This design comes from an exercise in tuning for small area on the open sky130 flow, not from production work. In this exercise RTL edits were held to simulation tests only and were not proved equivalent to the original. Power figures rest on the tool's default switching activity, not on a simulated workload.

==> constraint.sdc <==
create_clock -name core_clock -period 12.0 [get_ports {clk}]
set_input_delay 2.4000 -clock core_clock [delete_from_list [all_inputs] [get_ports {clk}]]
set_output_delay 2.4000 -clock core_clock [all_outputs]
set_load 0.01 [all_outputs]
==> design.v <==
module pwm16 (
    input  wire        clk,
    input  wire        rst,         
    input  wire        bus_we,      
    input  wire        bus_re,      
    input  wire [7:0]  bus_addr,
    input  wire [31:0] bus_wdata,
    output reg  [31:0] bus_rdata,
    output wire [5:0]  pin_out,
    output wire [5:0]  pin_oe
);
    localparam [3:0] OP_NOP = 4'h0, OP_INIT = 4'h1, OP_WRITE = 4'h2,
                     OP_ENCODE = 4'h3, OP_ISHIGH = 4'h4;
    localparam [1:0] MODE_UNSET = 2'b00, MODE_TWO = 2'b01,
                     MODE_FOUR = 2'b10, MODE_REV = 2'b11;
    localparam [1:0] T_AUX1 = 2'd0, T_PRI = 2'd1, T_AUX2 = 2'd2;
    localparam [1:0] WGM_NORMAL = 2'b00, WGM_FPWM8 = 2'b01, WGM_FPWM_TOP = 2'b10;
    localparam [2:0] CS_NONE = 3'b000, CS_DIV1 = 3'b001, CS_DIV256 = 3'b010;
    localparam [1:0] COM_OFF = 2'b00, COM_NONINV = 2'b10, COM_INV = 2'b11;
    localparam [3:0] U_NONE        = 4'd0,
                     U_SET_MODE    = 4'd1,
                     U_SYNC_HALT   = 4'd2,
                     U_SYNC_CLEAR  = 4'd3,
                     U_SYNC_RELEASE= 4'd4,
                     U_INIT_FINISH = 4'd5,
                     U_ENC_STORE   = 4'd6,
                     U_CONFIG      = 4'd7,
                     U_QHI_STORE   = 4'd8,
                     U_WRITE_OCR   = 4'd9,
                     U_SET_DIR     = 4'd10,
                     U_STATIC      = 4'd11,
                     U_SET_LVL     = 4'd12,
                     U_SAVE_COM    = 4'd13,
                     U_RESTORE_COM = 4'd14;
    localparam UW = 4 + 2 + 1 + 3 + 1 + 1 + 1 + 16;
    function [UW-1:0] mk_uop(input [3:0] kind, input [1:0] t, input s,
                             input [2:0] p, input v, input ena, input enb,
                             input [15:0] val);
        mk_uop = {kind, t, s, p, v, ena, enb, val};
    endfunction
    reg        busy, init_done;
    reg [1:0]  mode;
    reg        halt, psrst;
    reg [7:0]  enc_low, enc_high;
    reg        enc_full_off, enc_full_on;
    reg        qres;
    reg [1:0]  wgm  [0:2];
    reg [2:0]  cs   [0:2];
    reg [1:0]  coma [0:2];
    reg [1:0]  comb [0:2];
    reg [15:0] ocra [0:2];    
    reg [15:0] ocrb [0:2];
    reg [15:0] cnt  [0:2];    
    reg [7:0]  psc  [0:2];
    reg [15:0] top;           
    reg [5:0]  dir, lvl;
    reg [31:0] cmdreg;
    reg [3:0]  upc;
    reg [1:0]  saved_com;
    function is_high_half(input [1:0] t, input [1:0] m, input half_high);
        is_high_half = (t == T_AUX1) ^ (m == MODE_REV) ^ half_high;
    endfunction
    function [17:0] encode(input [15:0] code);
        reg [15:0] adj;
        begin
            if (code == 16'hFFFF)
                encode = {1'b1, 1'b0, 8'h00, 8'h00};
            else if (code == 16'h0000)
                encode = {1'b0, 1'b1, 8'h00, 8'h00};
            else begin
                adj = code + 16'd1;
                encode = {1'b0, 1'b0, adj[15:8], adj[7:0]};
            end
        end
    endfunction
    function accept(input [31:0] w, input b, input [1:0] m, input idone);
        reg [3:0] op;
        reg ok;
        begin
            op = w[31:28];
            ok = 1'b1;
            if (b) ok = 1'b0;
            else begin
                case (op)
                    OP_NOP:    if (w[27:0] != 28'd0) ok = 1'b0;
                    OP_INIT:   if (w[27:18] != 10'd0 || w[15:0] != 16'd0 || w[17:16] == 2'b00) ok = 1'b0;
                               else if (m != MODE_UNSET) ok = 1'b0;
                    OP_WRITE:  if (w[27:18] != 10'd0) ok = 1'b0;
                               else if (!idone) ok = 1'b0;
                    OP_ENCODE: if (w[27:16] != 12'd0) ok = 1'b0;
                    OP_ISHIGH: if (w[27:19] != 9'd0 || w[15:0] != 16'd0 || w[17:16] == 2'b11) ok = 1'b0;
                    default:   ok = 1'b0;
                endcase
            end
            accept = ok;
        end
    endfunction
    function [4+UW-1:0] uprog(input [31:0] w, input [1:0] m, input [3:0] idx);
        reg [3:0]    op;
        reg [1:0]    sel;
        reg [15:0]   code;
        reg [17:0]   e;
        reg          on, off;
        reg [7:0]    h, l;
        reg          s;
        reg [1:0]    th, tl;
        reg [2:0]    ph, pl, pp;
        reg [3:0]    n;
        reg [UW-1:0] u;
        begin
            op   = w[31:28];
            sel  = w[17:16];
            code = w[15:0];
            e    = encode(code);
            on   = e[17];
            off  = e[16];
            h    = e[15:8];
            l    = e[7:0];
            s    = sel[0];
            th   = is_high_half(T_AUX1, m, 1'b1) ? T_AUX1 : T_AUX2;
            tl   = is_high_half(T_AUX1, m, 1'b1) ? T_AUX2 : T_AUX1;
            ph   = {th, s};
            pl   = {tl, s};
            pp   = {T_PRI, s};
            n    = 4'd0;
            u    = {UW{1'b0}};
            case (op)
                OP_INIT: begin
                    if (idx == n) u = mk_uop(U_SET_MODE, 2'd0, 1'b0, 3'd0, 1'b0, 1'b0, 1'b0, {14'd0, sel});
                    n = n + 4'd1;
                    if (idx == n) u = mk_uop(U_CONFIG, T_PRI, 1'b0, 3'd0, 1'b0, 1'b0, 1'b0, 16'd0);
                    n = n + 4'd1;
                    if (sel == MODE_FOUR || sel == MODE_REV) begin
                        if (idx == n) u = mk_uop(U_CONFIG, T_AUX1, 1'b0, 3'd0, 1'b0, 1'b0, 1'b0, 16'd0);
                        n = n + 4'd1;
                        if (idx == n) u = mk_uop(U_CONFIG, T_AUX2, 1'b0, 3'd0, 1'b0, 1'b0, 1'b0, 16'd0);
                        n = n + 4'd1;
                    end
                    if (idx == n) u = mk_uop(U_SYNC_HALT, 2'd0, 1'b0, 3'd0, 1'b0, 1'b0, 1'b0, 16'd0);
                    n = n + 4'd1;
                    if (idx == n) u = mk_uop(U_SYNC_CLEAR, 2'd0, 1'b0, 3'd0, 1'b0, 1'b0, 1'b0, 16'd0);
                    n = n + 4'd1;
                    if (idx == n) u = mk_uop(U_SYNC_RELEASE, 2'd0, 1'b0, 3'd0, 1'b0, 1'b0, 1'b0, 16'd0);
                    n = n + 4'd1;
                    if (idx == n) u = mk_uop(U_INIT_FINISH, 2'd0, 1'b0, 3'd0, 1'b0, 1'b0, 1'b0, 16'd0);
                    n = n + 4'd1;
                end
                OP_ENCODE: begin
                    if (idx == n) u = mk_uop(U_ENC_STORE, 2'd0, 1'b0, 3'd0, 1'b0, 1'b0, 1'b0, code);
                    n = n + 4'd1;
                end
                OP_ISHIGH: begin
                    if (idx == n) u = mk_uop(U_QHI_STORE, sel, 1'b0, 3'd0, w[18], 1'b0, 1'b0, 16'd0);
                    n = n + 4'd1;
                end
                OP_WRITE: begin
                    if (sel[1]) begin
                        if (idx == n) u = mk_uop(U_SET_DIR, 2'd0, 1'b0, pp, 1'b0, 1'b0, 1'b0, 16'd0);
                        n = n + 4'd1;
                        if (on || off) begin
                            if (idx == n) u = mk_uop(U_STATIC, 2'd0, 1'b0, pp, on, 1'b0, 1'b0, 16'd0);
                            n = n + 4'd1;
                        end else begin
                            if (idx == n) u = mk_uop(U_CONFIG, T_PRI, 1'b0, 3'd0, 1'b0, !s, s, 16'd0);
                            n = n + 4'd1;
                            if (idx == n) u = mk_uop(U_WRITE_OCR, T_PRI, s, 3'd0, 1'b0, 1'b0, 1'b0, code);
                            n = n + 4'd1;
                        end
                    end else if (m == MODE_FOUR || m == MODE_REV) begin
                        if (idx == n) u = mk_uop(U_SET_DIR, 2'd0, 1'b0, ph, 1'b0, 1'b0, 1'b0, 16'd0);
                        n = n + 4'd1;
                        if (idx == n) u = mk_uop(U_SET_DIR, 2'd0, 1'b0, pl, 1'b0, 1'b0, 1'b0, 16'd0);
                        n = n + 4'd1;
                        if (on || off) begin
                            if (idx == n) u = mk_uop(U_STATIC, 2'd0, 1'b0, ph, on, 1'b0, 1'b0, 16'd0);
                            n = n + 4'd1;
                            if (idx == n) u = mk_uop(U_STATIC, 2'd0, 1'b0, pl, on, 1'b0, 1'b0, 16'd0);
                            n = n + 4'd1;
                        end
                        if (off || (!on && (h == 8'd0 || l == 8'd0))) begin
                            if (!off) begin
                                if (idx == n) u = mk_uop(U_STATIC, 2'd0, 1'b0, (h == 8'd0) ? ph : pl,
                                                         1'b0, 1'b0, 1'b0, 16'd0);
                                n = n + 4'd1;
                            end
                            if (idx == n) u = mk_uop(U_SAVE_COM, 2'd0, 1'b0, ph, 1'b0, 1'b0, 1'b0, 16'd0);
                            n = n + 4'd1;
                            if (idx == n) u = mk_uop(U_STATIC, 2'd0, 1'b0, ph, 1'b0, 1'b0, 1'b0, 16'd0);
                            n = n + 4'd1;
                            if (idx == n) u = mk_uop(U_STATIC, 2'd0, 1'b0, pl, 1'b0, 1'b0, 1'b0, 16'd0);
                            n = n + 4'd1;
                            if (idx == n) u = mk_uop(U_SET_LVL, 2'd0, 1'b0, pl, 1'b1, 1'b0, 1'b0, 16'd0);
                            n = n + 4'd1;
                            if (idx == n) u = mk_uop(U_RESTORE_COM, 2'd0, 1'b0, ph, 1'b0, 1'b0, 1'b0, 16'd0);
                            n = n + 4'd1;
                        end
                        if (!on && !off) begin
                            if (idx == n) u = mk_uop(U_CONFIG, th, 1'b0, 3'd0, 1'b0,
                                                     !s && h != 8'd0, s && h != 8'd0, 16'd0);
                            n = n + 4'd1;
                            if (idx == n) u = mk_uop(U_CONFIG, tl, 1'b0, 3'd0, 1'b0,
                                                     !s && l != 8'd0, s && l != 8'd0, 16'd0);
                            n = n + 4'd1;
                            if (h != 8'd0) begin
                                if (idx == n) u = mk_uop(U_WRITE_OCR, th, s, 3'd0, 1'b0, 1'b0, 1'b0,
                                                         {8'd0, h - 8'd1});
                                n = n + 4'd1;
                            end
                            if (l != 8'd0) begin
                                if (idx == n) u = mk_uop(U_WRITE_OCR, tl, s, 3'd0, 1'b0, 1'b0, 1'b0,
                                                         {8'd0, l - 8'd1});
                                n = n + 4'd1;
                            end
                        end
                    end
                end
                default: ;
            endcase
            uprog = {n, u};
        end
    endfunction
    wire            cmd_wr   = bus_we && (bus_addr == 8'h00);
    wire            cmd_ok   = cmd_wr && accept(bus_wdata, busy, mode, init_done);
    wire [4+UW-1:0] new_prog = uprog(bus_wdata, mode, 4'd0);
    wire [3:0]      new_len  = new_prog[4+UW-1:UW];
    wire [4+UW-1:0] cur_prog = uprog(cmdreg, mode, upc);
    wire [3:0]      cur_len  = cur_prog[4+UW-1:UW];
    wire [UW-1:0]   uop      = cur_prog[UW-1:0];
    wire [3:0]  u_kind = uop[UW-1 -: 4];
    wire [1:0]  u_t    = uop[UW-5 -: 2];
    wire        u_s    = uop[UW-7];
    wire [2:0]  u_p    = uop[UW-8 -: 3];
    wire        u_v    = uop[UW-11];
    wire        u_ena  = uop[UW-12];
    wire        u_enb  = uop[UW-13];
    wire [15:0] u_val  = uop[15:0];
    wire [1:0]  u_pt   = u_p[2:1];    
    wire        u_ps   = u_p[0];      
    reg [5:0] pout;
    integer pi;
    always @* begin
        for (pi = 0; pi < 6; pi = pi + 1) begin : pinf
            reg [1:0]  com;
            reg [15:0] oc;
            reg        wave;
            com = (pi % 2 == 0) ? coma[pi/2] : comb[pi/2];
            oc  = (pi % 2 == 0) ? ocra[pi/2] : ocrb[pi/2];
            wave = (cnt[pi/2] <= oc);
            if (!dir[pi])
                pout[pi] = 1'b0;
            else if (com == COM_NONINV)
                pout[pi] = wave;
            else if (com == COM_INV)
                pout[pi] = !wave;
            else
                pout[pi] = lvl[pi];
        end
    end
    assign pin_out = pout;
    assign pin_oe  = dir;
    function [31:0] ctrl_word(input [1:0] w, input [2:0] c, input [1:0] a, input [1:0] b);
        ctrl_word = {20'd0, b, a, 1'b0, c, 2'b00, w};
    endfunction
    reg [31:0] rd_val;
    always @* begin
        case (bus_addr)
            8'h00: rd_val = 32'd0;
            8'h04: rd_val = {26'd0, mode, 2'b00, init_done, busy};
            8'h08: rd_val = {14'd0, enc_full_on, enc_full_off, enc_high, enc_low};
            8'h0C: rd_val = {31'd0, qres};
            8'h10: rd_val = {30'd0, psrst, halt};
            8'h20: rd_val = ctrl_word(wgm[0], cs[0], coma[0], comb[0]);
            8'h24: rd_val = {24'd0, ocra[0][7:0]};
            8'h28: rd_val = {24'd0, ocrb[0][7:0]};
            8'h2C: rd_val = {24'd0, cnt[0][7:0]};
            8'h34: rd_val = {24'd0, psc[0]};
            8'h40: rd_val = ctrl_word(wgm[1], cs[1], coma[1], comb[1]);
            8'h44: rd_val = {16'd0, ocra[1]};
            8'h48: rd_val = {16'd0, ocrb[1]};
            8'h4C: rd_val = {16'd0, cnt[1]};
            8'h50: rd_val = {16'd0, top};
            8'h54: rd_val = {24'd0, psc[1]};
            8'h60: rd_val = ctrl_word(wgm[2], cs[2], coma[2], comb[2]);
            8'h64: rd_val = {24'd0, ocra[2][7:0]};
            8'h68: rd_val = {24'd0, ocrb[2][7:0]};
            8'h6C: rd_val = {24'd0, cnt[2][7:0]};
            8'h74: rd_val = {24'd0, psc[2]};
            8'h80: rd_val = {18'd0, lvl, 2'b00, dir};
            8'h84: rd_val = {18'd0, dir, 2'b00, pout};
            default: rd_val = 32'd0;
        endcase
    end
    reg [15:0] tick_cnt [0:2];
    reg [7:0]  tick_psc [0:2];
    integer ti;
    always @* begin
        for (ti = 0; ti < 3; ti = ti + 1) begin : tickf
            reg [15:0] tp;
            reg [15:0] wmax;
            reg [7:0]  np;
            reg        run;
            np   = 8'd0;
            wmax = (ti == 1) ? 16'hFFFF : 16'h00FF;
            if (wgm[ti] == WGM_FPWM8)                    tp = 16'h00FF;
            else if (wgm[ti] == WGM_FPWM_TOP && ti == 1) tp = top;
            else                                          tp = wmax;
            run = (cs[ti] == CS_DIV1) || (cs[ti] == CS_DIV256);
            tick_cnt[ti] = cnt[ti];
            tick_psc[ti] = psc[ti];
            if (!halt && run) begin
                if (psrst) begin
                    tick_psc[ti] = 8'd0;
                end else begin
                    np = (cs[ti] == CS_DIV1) ? 8'd0 : psc[ti] + 8'd1;
                    tick_psc[ti] = np;
                    if (np == 8'd0)
                        tick_cnt[ti] = (cnt[ti] == tp) ? 16'd0 : ((cnt[ti] + 16'd1) & wmax);
                end
            end
        end
    end
    integer k;
    always @(posedge clk) begin
        if (rst) begin
            busy <= 1'b0; init_done <= 1'b0; mode <= MODE_UNSET;
            halt <= 1'b0; psrst <= 1'b0;
            enc_low <= 8'd0; enc_high <= 8'd0; enc_full_off <= 1'b0; enc_full_on <= 1'b0;
            qres <= 1'b0;
            for (k = 0; k < 3; k = k + 1) begin
                wgm[k] <= 2'd0; cs[k] <= 3'd0; coma[k] <= 2'd0; comb[k] <= 2'd0;
                ocra[k] <= 16'd0; ocrb[k] <= 16'd0; cnt[k] <= 16'd0; psc[k] <= 8'd0;
            end
            top <= 16'd0;
            dir <= 6'd0; lvl <= 6'd0;
            cmdreg <= 32'd0; upc <= 4'd0; saved_com <= 2'd0;
            bus_rdata <= 32'd0;
        end else begin
            if (bus_re)
                bus_rdata <= rd_val;
            for (k = 0; k < 3; k = k + 1) begin
                cnt[k] <= tick_cnt[k];
                psc[k] <= tick_psc[k];
            end
            if (cmd_ok) begin
                cmdreg <= bus_wdata;
                upc    <= 4'd0;
                busy   <= (new_len != 4'd0);
            end
            if (busy) begin
                case (u_kind)
                    U_SET_MODE:     mode <= u_val[1:0];
                    U_SYNC_HALT:    begin halt <= 1'b1; psrst <= 1'b1; end
                    U_SYNC_CLEAR:   for (k = 0; k < 3; k = k + 1) begin
                                        cnt[k] <= 16'd0; psc[k] <= 8'd0;
                                    end
                    U_SYNC_RELEASE: begin halt <= 1'b0; psrst <= 1'b0; end
                    U_INIT_FINISH:  init_done <= 1'b1;
                    U_ENC_STORE:    {enc_full_on, enc_full_off, enc_high, enc_low} <= encode(u_val);
                    U_CONFIG: begin
                        if (u_t == T_PRI) begin
                            wgm[1] <= WGM_FPWM_TOP;
                            cs[1]  <= CS_DIV1;
                            top    <= 16'hFFFF;
                            if (u_ena) coma[1] <= COM_NONINV;
                            if (u_enb) comb[1] <= COM_NONINV;
                        end else begin
                            wgm[u_t] <= WGM_FPWM8;
                            cs[u_t]  <= is_high_half(u_t, mode, 1'b1) ? CS_DIV256 : CS_DIV1;
                            if (u_ena) coma[u_t] <= is_high_half(u_t, mode, 1'b1) ? COM_NONINV : COM_INV;
                            if (u_enb) comb[u_t] <= is_high_half(u_t, mode, 1'b1) ? COM_NONINV : COM_INV;
                        end
                    end
                    U_QHI_STORE:    qres <= is_high_half(u_t, mode, u_v);
                    U_WRITE_OCR:    if (u_s) ocrb[u_t] <= u_val; else ocra[u_t] <= u_val;
                    U_SET_DIR:      dir[u_p] <= 1'b1;
                    U_STATIC: begin
                        if (u_ps) comb[u_pt] <= COM_OFF; else coma[u_pt] <= COM_OFF;
                        lvl[u_p] <= u_v;
                    end
                    U_SET_LVL:      lvl[u_p] <= u_v;
                    U_SAVE_COM:     saved_com <= u_ps ? comb[u_pt] : coma[u_pt];
                    U_RESTORE_COM:  if (u_ps) comb[u_pt] <= saved_com; else coma[u_pt] <= saved_com;
                    default: ;
                endcase
                upc <= upc + 4'd1;
                if (upc + 4'd1 == cur_len)
                    busy <= 1'b0;
            end
        end
    end
endmodule
==> config.mk <==
export PLATFORM = sky130hd
export DESIGN_NAME = pwm16
export DESIGN_NICKNAME = pwm16
export VERILOG_FILES = /design/flow/design.v
export SDC_FILE = /design/flow/constraint.sdc
export NUM_CORES = 4
export LEC_CHECK = 0
export CAP_MARGIN = 20
export CORE_MARGIN = 2
export CORE_UTILIZATION = 40
export PLACE_DENSITY = 0.6
export SLEW_MARGIN = 20
==> run.sh <==
#!/bin/bash
# synth_recipe.tcl (not shown) runs the flow's synth.tcl, then flattens the netlist and writes it again
# the make line also repeats each setting of config.mk as NAME=value (left out here)
make -C /OpenROAD-flow-scripts/flow DESIGN_CONFIG=/design/flow/config.mk WORK_HOME=/design/flow/orfs CLKGATE_MAP_FILE= SYNTH_SCRIPT=/design/flow/synth_recipe.tcl finish
==> notes.md <==
## cell type report
type / count / share of cell area
multi-input combinational: 1732 / 0.524
sequential: 276 / 0.316
clock buffer: 47 / 0.0459
timing repair buffer: 99 / 0.0432
tap: 607 / 0.0356
inverter: 146 / 0.0257
clock inverter: 17 / 0.00998
## cells in the final DEF (no fill, tap or decap), types with 20 or more instances in the layout
cell,n
buf_4,26
nor2b_1,20
xnor2_1,47
nor3_1,43
dfxtp_1,156
nand3_1,70
nand2_1,158
or3_1,20
nor2_1,311
edfxtp_1,120
and3_1,31
inv_1,144
and2_1,39
mux2i_1,42
clkdlybuf4s50_1,72
nor4_1,34
conb_1,52
a31oi_1,32
a22oi_1,47
nand4_1,51
xor2_1,36
clkbuf_16,35
o21ai_0,74
o21a_1,20
a21oi_1,127
a221oi_1,28
a21o_1,38
ha_1,120
## kinds of logic (layout without fill, tap and decap cells)
family	count (synthesis)	count (layout)	synth area share
fa+ha+maj	121	121	0.0802
buf+inv	280	309	0.0620
simple gates	881	881	0.235
other cells	1	52	0.000199
compound gates	550	550	0.203
xor+xnor	83	83	0.0386
flops	276	276	0.357
mux	45	45	0.0241
## per-layer routing
metal  track usage  part of all wire
met1         0.333              0.42
met2         0.422              0.46
met3        0.0432             0.072
met4         0.102             0.041
met5             0           0.00019
## flip-flops by register name (all words and copies together) (netlist names), 2 cells and up
signal     count
saved_com      2
cnt           48
mode           2
dir            6
wgm            6
psc           24
cs             6
enc_low        8
ocra          48
enc_high       8
bus_rdata     18
ocrb          48
coma           6
cmdreg        23
upc            4
lvl            6
comb           6
## cells in the mapped netlist, types with 17 or more instances
cell type,n,area share
nor2_1,312,0.062
inv_1,144,0.029
ha_1,120,0.080
o21ai_0,74,0.020
nand4_1,51,0.017
a21oi_1,127,0.034
o21a_1,20,0.0080
nor4_1,36,0.012
nor3_1,43,0.011
or3_1,20,0.0066
nand2_1,158,0.031
and3_1,31,0.010
nand3_1,70,0.019
a31oi_1,32,0.011
xor2_1,36,0.017
and2_1,39,0.013
mux2i_1,42,0.022
a21o_1,38,0.015
dfxtp_1,156,0.17
a221oi_1,28,0.013
nor2b_1,20,0.0066
buf_2,18,0.0048
clkbuf_1,84,0.017
a22o_1,17,0.0079
buf_4,19,0.0076
xnor2_1,47,0.022
a22oi_1,47,0.019
edfxtp_1,120,0.19
## metrics by stage
| stage | total power, mW | setup WS [ns] | cell area [sq um] |
|---|---|---|---|
| global placement | 1.19 | 3.96 | 20100 |
| CTS | 2.28 | 3.68 | 21300 |
| finish | 2.26 | 3.56 | 21300 |
| detailed placement | 1.20 | 3.70 | 20100 |
| floorplan | 1.14 | 5.37 | 19000 |
| global route | 2.33 | 2.96 | 21300 |
## critical path: stages (launching register included)
cell	delay, ns
dfxtp_1	0.65
ha_1	0.47
nand4_4	0.25
nor4_4	0.33
buf_4	0.26
nor2_1	0.18
nand2_1	0.12
ha_1	0.22
nand3_1	0.11
mux2i_1	0.42
o211a_1	0.26
nor2_1	0.06
ha_1	0.38
xnor2_1	0.50
nand2_1	0.09
or4_1	0.41
o31ai_1	0.14
o31ai_4	0.18
o32ai_4	0.39
o31ai_1	0.14
buf_4	0.19
or3_1	0.34
nor3_1	0.77
nand2_1	0.55
nand2_1	0.65
## power by group through the flow
stage | clock network (mW) | logic (mW) | registers, mW
global route | 1.13 | 0.156 | 1.04
CTS | 1.10 | 0.138 | 1.04
detailed placement | 0 | 0.137 | 1.06
finish | 1.08 | 0.139 | 1.04
global placement | 0 | 0.133 | 1.06
floorplan | 0 | 0.0929 | 1.04
## path summary, 6_finish.rpt
| path | cells past startpoint | slack (ns) | startpoint | end |
|---|---|---|---|---|
| worst max register to register | 24 | 3.56 | cmdreg[0] | ocra[1][5] |
| worst max-delay path | 24 | 3.56 | cmdreg[0] | ocra[1][5] |
| worst min register to register | 2 | 0.46 | bus_rdata[17] | bus_rdata[17] |
| worst min-delay path | 2 | 0.46 | bus_rdata[17] | bus_rdata[17] |
==> metrics.yaml <==
run_status:
  status: "finished clean"
finish:
  area_growth_pct: 13.1
  post-route-util: 0.458
  regArea_sq_um: 6730
  fin_cells: 2924
  nNetsFinal: 2454
  antenna_cells: 0
  drive_gt1_frac: 0.0617
  multi_input_area_sq_um: 11200
  nFillCells: 4513
synth:
  synth_cells: 2237
  synth-warning-count: 5
  yosysUniqueCellTypes: 100
  yosysSeqAreaShare: 0.357
  synth-seq-cells: 276
  async_reset_ff_frac: 0
  synth-edff-count: 120
  synthFlopType: "dfxtp_1"
  netlist_area_sq_um: 18900
  syn_area_per_cell_sq_um: 8.43
timing:
  relSlewSlack: 0.291
  post-route-min-period_ns: 8.44
  rsz0062_at_grt: "no"
  post-route-period-util: 0.704
  finalHoldViolations: 0
  finalSetupViolations: 0
  tns_ns: 0
  fin_skew_ns: 0.0242
  hold_ws_ns: 0.456
  drv_slew: 0
  max_freq_mhz: 118
  worst_slew_pin_slew_ns: 1.05
critical_path:
  crit_type: "flip-flop to flip-flop"
  critPathCaptureType: "flip-flop"
  arrival_ns: 8.64
  start_kind: "flip-flop"
  required_ns: 12.20
  critPathMaxFanout: 17
power_and_ir_drop:
  switching_power_uw: 552
  p_int_mw: 1.71
  switching_share: 0.244
  irDropWorstVdd_mv: 0.120
  cellPowerDensity_nw_per_um2: 106
  cellLeakagePower_nw: 8.43
  pwr-share-seq: 0.460
  comb_power_share: 0.061
  pwr-share-clk: 0.479
global_route:
  grt_pass1_vias: 16700
  grt_pass1_wl_microns: 99000
  grt_use_total: 0.256
  overflow: 0
  antenna_found_initial: 1
  grt_max_degree: 75
clock_tree:
  postCtsResizedCells: 0
  numCtsBuffers: 35
  tritoncts: "built"
  worstSkewPairLatency_ns: 0.57
  post_cts_buffers: 0
  clockRootBuffer: "clkbuf_16"
  path_clk_slew_ns: 0.05
  cts_hold_buf: 0
  clk_path_buf_depth: 3
  htree_levels: 2
  cts_num_sinks: 276
detailed_routing:
  antenna_left: 0
  firstDrtPassIters: 6
  wirelength_microns: 64500
  route.detailed.drc: 0
  via_count: 17600
  wire_per_inst_microns: 22.1
  viasPerCell: 6.03
  drt_iter0_drc: 1777
placement:
  gp_congestion: 0.998
  dpl.hpwl_microns: 49600
  port_buffers: 73
  dp.cells: 2860
die:
  rows: 79
  start_util: 0.405
  core_sq_um: 46600
  fp.dieArea_sq_um: 48900
  num_io_pins: 88
  fp.dieH_microns: 221
  die_x_microns: 221
hold_path:
  hold_class: "flip-flop to flip-flop"
run:
  max-cap-violations: 0

## what the ideal ports hide
Ports are ideal in the flow. The routed layout listed here was re-timed in OpenROAD.
Step 1, drivers: a clkbuf_16 drives clk and a buf_2 each remaining input, both assumed.
Step 2, shift: input delay + t, output delay - t, t = (earliest + latest rising clock arrival at the registers) / 2. This alone moves slack from input paths to output paths.
Slacks: ideal ports / drivers / drivers and shift; pairs: ideal ports / drivers.
t, ns: 0.611
setup slack, ns: 3.557 / 3.557 / 3.557
worst hold slack (ns): 0.456 / 0.456 / 0.456
worst data-port slew with drivers (ns): 0.05
After both steps this run still meets setup and hold. For this run, drivers alone change the setup slack by 0.000 ns; drivers and shift together by 0.000 ns.
